This is an optimization exercise on Yosys and OpenROAD, whose aim is small area, a short achievable clock period and few clock cycles per item, not a production implementation. The RTL was checked by simulation tests, not by an equivalence proof against the original design.

==> flow/design.v <==
module fp32_mul (
    input  wire [31:0] a,
    input  wire [31:0] b,
    output reg  [31:0] y
);
    wire        sa = a[31];
    wire        sb = b[31];
    wire [7:0]  ea = a[30:23];
    wire [7:0]  eb = b[30:23];
    wire [22:0] fa = a[22:0];
    wire [22:0] fb = b[22:0];
    wire        sy = sa ^ sb;
    wire a_nan  = (ea == 8'hFF) && (fa != 0);
    wire b_nan  = (eb == 8'hFF) && (fb != 0);
    wire a_inf  = (ea == 8'hFF) && (fa == 0);
    wire b_inf  = (eb == 8'hFF) && (fb == 0);
    wire a_zero = (ea == 8'h00) && (fa == 0);
    wire b_zero = (eb == 8'h00) && (fb == 0);
    wire [23:0] ma = {(ea != 0), fa};
    wire [23:0] mb = {(eb != 0), fb};
    wire [9:0]  xa = (ea == 0) ? 10'd1 : {2'b00, ea};
    wire [9:0]  xb = (eb == 0) ? 10'd1 : {2'b00, eb};
    wire [47:0] prod = ma * mb;
    reg  [5:0]  lz;
    integer i;
    always @* begin
        lz = 6'd48;
        for (i = 0; i < 48; i = i + 1)
            if (prod[i]) lz = 6'd47 - i[5:0];
    end
    reg  [47:0]        pn;        
    reg  signed [11:0] e;         
    reg  [5:0]         sh;        
    reg  [47:0]        q;
    reg                sticky;
    reg  [7:0]         ef;
    reg  [30:0]        mag;
    reg                rnd;
    reg                inc;
    reg  [47:0]        lost;
    always @* begin
        pn     = prod << lz;
        e      = $signed({2'b00, xa}) + $signed({2'b00, xb}) - 12'sd126 - $signed({6'd0, lz});
        sh     = 6'd0;
        lost   = 48'd0;
        q      = pn;
        sticky = 1'b0;
        if (e <= 0) begin
            if (e < -12'sd46) sh = 6'd48;
            else              sh = 6'd1 - e[5:0];
            q    = pn >> sh;
            lost = pn & ~({48{1'b1}} << sh);
            ef   = 8'd0;
        end else begin
            ef   = e[7:0];
        end
        sticky = (|q[22:0]) | (|lost);
        rnd    = q[23];
        inc    = rnd & (sticky | q[24]);
        mag    = {ef, q[46:24]} + {30'd0, inc};
        if (a_nan || b_nan || (a_inf && b_zero) || (a_zero && b_inf))
            y = 32'h7FC00000;
        else if (a_inf || b_inf)
            y = {sy, 8'hFF, 23'd0};
        else if (a_zero || b_zero)
            y = {sy, 31'd0};
        else if (e >= 12'sd255)
            y = {sy, 8'hFF, 23'd0};
        else
            y = {sy, mag};
    end
endmodule
module fp32_add (
    input  wire [31:0] a,
    input  wire [31:0] b,
    output reg  [31:0] y
);
    wire a_nan = (a[30:23] == 8'hFF) && (a[22:0] != 0);
    wire b_nan = (b[30:23] == 8'hFF) && (b[22:0] != 0);
    wire a_inf = (a[30:23] == 8'hFF) && (a[22:0] == 0);
    wire b_inf = (b[30:23] == 8'hFF) && (b[22:0] == 0);
    wire        swap = (b[30:0] > a[30:0]);
    wire [31:0] p = swap ? b : a;
    wire [31:0] s = swap ? a : b;
    wire [7:0]  ep = (p[30:23] == 0) ? 8'd1 : p[30:23];
    wire [7:0]  es = (s[30:23] == 0) ? 8'd1 : s[30:23];
    wire [23:0] mp = {(p[30:23] != 0), p[22:0]};
    wire [23:0] ms = {(s[30:23] != 0), s[22:0]};
    wire [7:0]  d  = ep - es;
    wire        sub = p[31] ^ s[31];
    reg  [26:0] al;
    reg  [26:0] lost;
    reg  [27:0] sum;
    reg  [4:0]  lz;
    reg  [4:0]  sh;
    reg  [26:0] nrm;
    reg  [8:0]  e;
    reg  [7:0]  ef;
    reg         inc;
    reg  [30:0] mag;
    integer i;
    always @* begin
        sh = 5'd0;
        if (d >= 8'd27) begin
            al   = {26'd0, 1'b1};
            lost = 27'd0;
            if (ms == 0) al = 27'd0;
        end else begin
            al   = {ms, 3'b000} >> d;
            lost = {ms, 3'b000} & ~({27{1'b1}} << d);
            al[0] = al[0] | (|lost);
        end
        sum = sub ? ({1'b0, mp, 3'b000} - {1'b0, al}) : ({1'b0, mp, 3'b000} + {1'b0, al});
        lz = 5'd27;
        for (i = 0; i < 27; i = i + 1)
            if (sum[i]) lz = 5'd26 - i[4:0];
        if (sum[27]) begin
            nrm = sum[27:1] | {26'd0, sum[0]};
            e   = {1'b0, ep} + 9'd1;
        end else begin
            if ({4'd0, lz} <= ({1'b0, ep} - 9'd1)) sh = lz;
            else                                   sh = ep[4:0] - 5'd1;
            nrm = sum[26:0] << sh;
            e   = {1'b0, ep} - {4'd0, sh};
        end
        ef  = nrm[26] ? e[7:0] : 8'd0;
        inc = nrm[2] & ((|nrm[1:0]) | nrm[3]);
        mag = {ef, nrm[25:3]} + {30'd0, inc};
        if (a_nan || b_nan || (a_inf && b_inf && (a[31] != b[31])))
            y = 32'h7FC00000;
        else if (a_inf)
            y = a;
        else if (b_inf)
            y = b;
        else if (sum == 28'd0)
            y = {p[31] & s[31], 31'd0};
        else if (e >= 9'd255)
            y = {p[31], 8'hFF, 23'd0};
        else
            y = {p[31], mag};
    end
endmodule
module ladder4_core (
    input  wire        clk,
    input  wire        rst,         
    input  wire        in_valid,
    output wire        in_ready,
    input  wire [31:0] in_x,
    input  wire [31:0] b0,
    input  wire [31:0] b1,
    input  wire [31:0] a1,
    input  wire [31:0] rg,
    input  wire [31:0] wta,
    input  wire [31:0] wtb,
    input  wire [31:0] wtc,
    input  wire [31:0] wtd,
    input  wire [31:0] wte,
    output reg         out_valid,
    output reg  [31:0] out_y
);
    localparam [31:0] K_ONE     = 32'h3F800000;
    localparam [31:0] K_FOUR    = 32'h40800000;
    localparam [31:0] COMP_GAIN = 32'h3F000000;    
    localparam [1:0] P_IDLE  = 2'd0,
                     P_SACC  = 2'd1,
                     P_STAGE = 2'd2,
                     P_MIX   = 2'd3;
    reg  [1:0]  phase;
    reg  [2:0]  sub;        
    reg  [2:0]  idx;        
    reg  [31:0] pi_r [1:4];
    reg  [31:0] po_r [1:4];
    reg  [31:0] fbr;
    reg  [31:0] x_r;
    reg  [31:0] k4;
    reg  [31:0] t;
    reg  [31:0] p;
    reg  [31:0] acc;
    reg  [31:0] tap [0:4];    
    reg  [31:0] mul_a, mul_b, add_a, add_b;
    wire [31:0] mul_y, add_y;
    fp32_mul u_mul (.a(mul_a), .b(mul_b), .y(mul_y));
    fp32_add u_add (.a(add_a), .b(add_b), .y(add_y));
    wire [31:0] fb_clip = (add_y[30:0] > K_ONE[30:0]) ? {add_y[31], K_ONE[30:0]} : add_y;
    reg [31:0] wt;
    always @* begin
        case (idx)
            3'd0:    wt = wta;
            3'd1:    wt = wtb;
            3'd2:    wt = wtc;
            3'd3:    wt = wtd;
            default: wt = wte;
        endcase
    end
    always @* begin
        mul_a = 32'd0; mul_b = 32'd0;
        add_a = 32'd0; add_b = 32'd0;
        case (phase)
            P_SACC: case (sub)
                3'd0: begin mul_a = K_FOUR; mul_b = rg;        end   
                3'd1: begin mul_a = k4;     mul_b = COMP_GAIN; end   
                3'd2: begin add_a = K_ONE;  add_b = t;         end   
                3'd3: begin mul_a = t;      mul_b = x_r;       end   
                3'd4: begin mul_a = k4;     mul_b = fbr;       end   
                default: begin add_a = t;   add_b = {~p[31], p[30:0]}; end   
            endcase
            P_STAGE: case (sub)
                3'd0: begin mul_a = b0;     mul_b = tap[idx - 3'd1]; end
                3'd1: begin mul_a = b1;     mul_b = pi_r[idx];       end
                3'd2: begin add_a = p;      add_b = t;               end
                3'd3: begin mul_a = a1;     mul_b = po_r[idx];       end
                default: begin add_a = t;   add_b = p;               end
            endcase
            P_MIX: begin
                mul_a = tap[idx]; mul_b = wt;
                add_a = acc;      add_b = p;
            end
            default: ;
        endcase
    end
    assign in_ready = (phase == P_IDLE);
    integer k;
    always @(posedge clk) begin
        if (rst) begin
            phase     <= P_IDLE;
            sub       <= 3'd0;
            idx       <= 3'd0;
            out_valid <= 1'b0;
            out_y     <= 32'd0;
            fbr       <= 32'd0;
            for (k = 1; k <= 4; k = k + 1) begin
                pi_r[k] <= 32'd0;
                po_r[k] <= 32'd0;
            end
        end else begin
            out_valid <= 1'b0;
            case (phase)
                P_IDLE: if (in_valid) begin
                    x_r   <= in_x;
                    phase <= P_SACC;
                    sub   <= 3'd0;
                end
                P_SACC: begin
                    case (sub)
                        3'd0: k4 <= mul_y;
                        3'd1: t  <= mul_y;
                        3'd2: t  <= add_y;
                        3'd3: t  <= mul_y;
                        3'd4: p  <= mul_y;
                        default: tap[0] <= fb_clip;
                    endcase
                    if (sub == 3'd5) begin
                        phase <= P_STAGE;
                        sub   <= 3'd0;
                        idx   <= 3'd1;
                    end else begin
                        sub <= sub + 3'd1;
                    end
                end
                P_STAGE: begin
                    case (sub)
                        3'd0: p <= mul_y;
                        3'd1: t <= mul_y;
                        3'd2: t <= add_y;
                        3'd3: p <= mul_y;
                        default: begin
                            tap[idx]  <= add_y;
                            pi_r[idx] <= tap[idx - 3'd1];
                            po_r[idx] <= add_y;
                        end
                    endcase
                    if (sub == 3'd4) begin
                        sub <= 3'd0;
                        if (idx == 3'd4) begin
                            phase <= P_MIX;
                            idx   <= 3'd0;
                        end else begin
                            idx <= idx + 3'd1;
                        end
                    end else begin
                        sub <= sub + 3'd1;
                    end
                end
                P_MIX: begin
                    if (idx == 3'd0) begin
                        acc <= mul_y;
                        idx <= 3'd1;
                    end else if (sub == 3'd0) begin
                        p   <= mul_y;
                        sub <= 3'd1;
                    end else begin
                        acc <= add_y;
                        sub <= 3'd0;
                        if (idx == 3'd4) begin
                            fbr       <= tap[4];
                            out_y     <= add_y;
                            out_valid <= 1'b1;
                            phase     <= P_IDLE;
                            idx       <= 3'd0;
                        end else begin
                            idx <= idx + 3'd1;
                        end
                    end
                end
            endcase
        end
    end
endmodule
==> flow/run.sh <==
#!/bin/bash
# synth_recipe.tcl (not shown) runs the flow's synth.tcl, then flattens the netlist and writes it again
# the make line also repeats each setting of config.mk as NAME=value (left out here)
make -C /OpenROAD-flow-scripts/flow DESIGN_CONFIG=/design/flow/config.mk WORK_HOME=/design/flow/orfs CLKGATE_MAP_FILE= SYNTH_SCRIPT=/design/flow/synth_recipe.tcl finish
==> flow/config.mk <==
export PLATFORM = sky130hd
export DESIGN_NAME = ladder4_core
export DESIGN_NICKNAME = ladder4_core
export VERILOG_FILES = /design/flow/design.v
export SDC_FILE = /design/flow/constraint.sdc
export NUM_CORES = 4
export LEC_CHECK = 0
export CAP_MARGIN = 20
export CORE_MARGIN = 2
export CORE_UTILIZATION = 40
export SLEW_MARGIN = 20
==> flow/constraint.sdc <==
create_clock -name core_clock -period 30.0 [get_ports {clk}]
set_input_delay 6.0000 -clock core_clock [delete_from_list [all_inputs] [get_ports {clk}]]
set_output_delay 6.0000 -clock core_clock [all_outputs]
set_load 0.01 [all_outputs]
==> flow_summary.ini <==
[outcome]
status = no timing/DRC/antenna violations

[layout]
fillers = 20100
postLayoutCoreUtil_pct = 45.0
multi_input_area_um2 = 53000
drive_above_1_share_pct = 9.97
nets = 10200
regArea_um2 = 26500
stdcell_area_um2 = 94000
areaGrowthSynthToFinish_pct = 12.0
final_cells = 12000

[worst_setup_path]
required_ns = 30.45
crit_buf_inv = 10
crit_arrival_ns = 24.82
endpoint_kind = register
slowest_stage = a222oi_1
critPathKind = input pin to register
critPathLaunchType = input pin
cp-startpoint = a1[16]
cp_top_family = compound AO/OA/AOI/OAI gates
crit_fanout = 41
worst_path_largest_cell_delay_ns = 1.11
regToRegStartpoint = phase[1]

[sta]
fin_crit_sh_pct = 81.2
slew_headroom_pct = 12.0
worst_slew_pin_slew_ns = 1.32
rsz0062_at_grt = no
finalSetupTns_ns = 0
slew_violations = 0
fin_skew_ns = 0.0501
max_freq_mhz = 41.0
setup_viol = 0
hold_violations = 0
finalCriticalPeriod_ns = 24.37

[global_routing]
track_usage_pct = 33.9
overflow = 0
grt_antenna_before_repair = 7
grt_max_degree = 85
grt_pass1_vias = 75900
grt_pass1_wl_um = 533000

[floorplanning]
die_h_um = 462
rows = 168
start_util_pct = 40.1
die_w_um = 462
core_um2 = 209000
dieArea_um2 = 213000
io_pins = 357

[clock_tree]
htree_levels = 3
ctsRootBufferMaster = clkbuf_16
cts_resized = 0
postCtsSetupBuffers = 0
cts_buffers = 89
ctsHoldBuffers = 0
cts_max_path_buffers = 3
clk_pin_slew_worst_paths_ns = 0.07
clkSinkCount = 908
cts_tree = done
clk_latency_ns = 0.73

[yosys]
syn-num-nets = 10100
yosysSeqAreaShare_pct = 31.6
synth_edf_count = 832
ys_types = 129
synth_area_leader_cell = edfxtp_1
avgSynthCellArea_um2 = 9.33
yosysMostFrequentCell = nand2_1
syn_area_um2 = 83900
synth_area_leaders = edfxtp_1 30%, fa_1 12%, nand2_1 5.4%, mux4_2 5.3%, ha_1 4.8%
synth_ff_type = edfxtp_1
yosys-top-cells-count = 1208 x nand2_1, 844 x nor2_1, 832 x edfxtp_1
syn_inst = 8991
async_flop_share_pct = 0
yosysWarnings = 3
synth_top_area_share_pct = 29.8
synth-seq-cells = 908

[route]
wl_per_cell_um = 31.1
via_count = 78800
viasPerCell = 6.59
drt-total-wl_um = 373000
drtAntennaViolNets = 0
drcViolationCount = 0
drt-initial-drc-count = 11200
drt_pre_antenna_iters = 12

[placement]
post-dp-hpwl_um = 274000
place_area_um2 = 90900
place.gp.congestion = 1.06
io_buffers = 356
dp_cells = 11800

[hold_path]
hp-class = register to register
min_from = fbr[24]

[flow_run]
maxCapViolCount = 0
==> path summary, 6_finish.rpt <==
path	endpoint	slack, ns	cells past startpoint
hold reg to reg	fbr[24]	0.45	2
setup reg to reg	tap[2][18]	5.76	88
hold / removal	fbr[24]	0.45	2
setup / recovery	acc[22]	5.63	59
==> tightest hold or removal path: cells and delay by family (launching register included) <==
family	cells	cell delay [ns]
flip-flops	1	0.31
AND/OR/NAND/NOR	1	0.05
AO/OA/AOI/OAI	1	0.05
==> state kept, by name (all words and copies together), names as in the netlist, named ones only <==
| register | cells |
|---|---|
| sub | 3 |
| fbr | 32 |
| tap | 160 |
| idx | 3 |
| po_r | 256 |
| out_y | 32 |
| acc | 32 |
| out_valid | 1 |
| pi_r | 256 |
| p | 32 |
| phase | 2 |
| t | 32 |
| k4 | 32 |
| x_r | 32 |
==> layout by cell type (no fill, tap or decap), drive strengths merged, types with 69 or more instances in the layout <==
| cell | synthesis | layout |
|---|---|---|
| a21o | 80 | 80 |
| a21oi | 513 | 513 |
| o21ai | 393 | 393 |
| mux4 | 199 | 199 |
| mux2i | 162 | 162 |
| clkdlybuf4s50 | 0 | 355 |
| nand4 | 69 | 69 |
| o221ai | 76 | 76 |
| o22ai | 104 | 104 |
| a31oi | 94 | 94 |
| buf | 191 | 272 |
| a211oi | 133 | 133 |
| a22oi | 180 | 180 |
| xnor2 | 104 | 104 |
| ha | 319 | 319 |
| clkbuf | 435 | 114 |
| o211ai | 97 | 97 |
| nand3 | 199 | 199 |
| inv | 596 | 603 |
| nand2 | 1209 | 1209 |
| nor4 | 77 | 77 |
| nand2b | 69 | 69 |
| and2 | 101 | 101 |
| dfxtp | 76 | 76 |
| mux2 | 70 | 70 |
| fa | 487 | 487 |
| nor3 | 267 | 267 |
| edfxtp | 832 | 832 |
| nor2 | 848 | 848 |
==> layout make-up <==
cell class                 instances  share of cell area [%]
multi-input combinational       6856                    56.4
sequential                       908                    28.2
timing repair buffer             627                    5.98
tap                             2805                    3.74
clock buffer                     114                    2.56
inverter                         601                    2.41
clock inverter                    51                   0.699
antenna                            4                  0.0107
==> routing by layer <==
metal	vias to the layer above	global-route usage, %	routed length (µm)
li1	33300	-	-
met1	39200	44.5	143000
met2	5308	50.1	159000
met3	1011	8.02	42000
met4	6	21.9	28300
met5	-	0	42
==> stage by stage <==
| stage | hold slack, ns | setup slack (ns) |
|---|---|---|
| global placement | 0.440 | 5.54 |
| floorplan | 0.433 | 9.28 |
| CTS | 0.456 | 6.05 |
| global route | 0.476 | 4.26 |
| detailed placement | 0.447 | 5.36 |
| finish | 0.453 | 5.63 |
==> kinds of logic (layout without fill, tap and decap cells) <==
| kind of cell | count (synthesis) | count (layout) | synth area share, % |
|---|---|---|---|
| adders and majority gates | 807 | 807 | 16.4 |
| muxes | 431 | 431 | 8.22 |
| AOI/OAI and AO/OA | 2323 | 2323 | 19.2 |
| xor gates and xnor gates | 148 | 148 | 1.55 |
| buffers and inverters | 1227 | 1393 | 5.84 |
| and+or+nand+nor | 3147 | 3147 | 17.2 |
| other | 0 | 4 | 0 |
| DFF | 908 | 908 | 31.6 |
Testbench counts, summed over its fixed seeds: cycles 73,760, items 2,048.

==> afterwards: timing with drivers on the ports <==
The flow's constraints put no driver on any port. The routed layout listed below was extracted and timed again, unchanged, in two steps. Step 1 assumes that a clkbuf_16 drives the clock port and a buf_2 every other input. Step 2 also shifts input and output timing later by t, the mid clock arrival at the registers, as if the neighbouring blocks saw the same clock. Slacks: ideal / step 1 / step 2; pairs: ideal / step 1.
t (ns): 0.788
slack for setup (ns): 5.626 / 5.679 / 4.890
latest minus earliest clock arrival (ns): 0.051 / 0.051
After both steps setup and hold are still met in this run. The setup slack of this run moves by +0.053 ns with the drivers and by -0.736 ns with both steps.
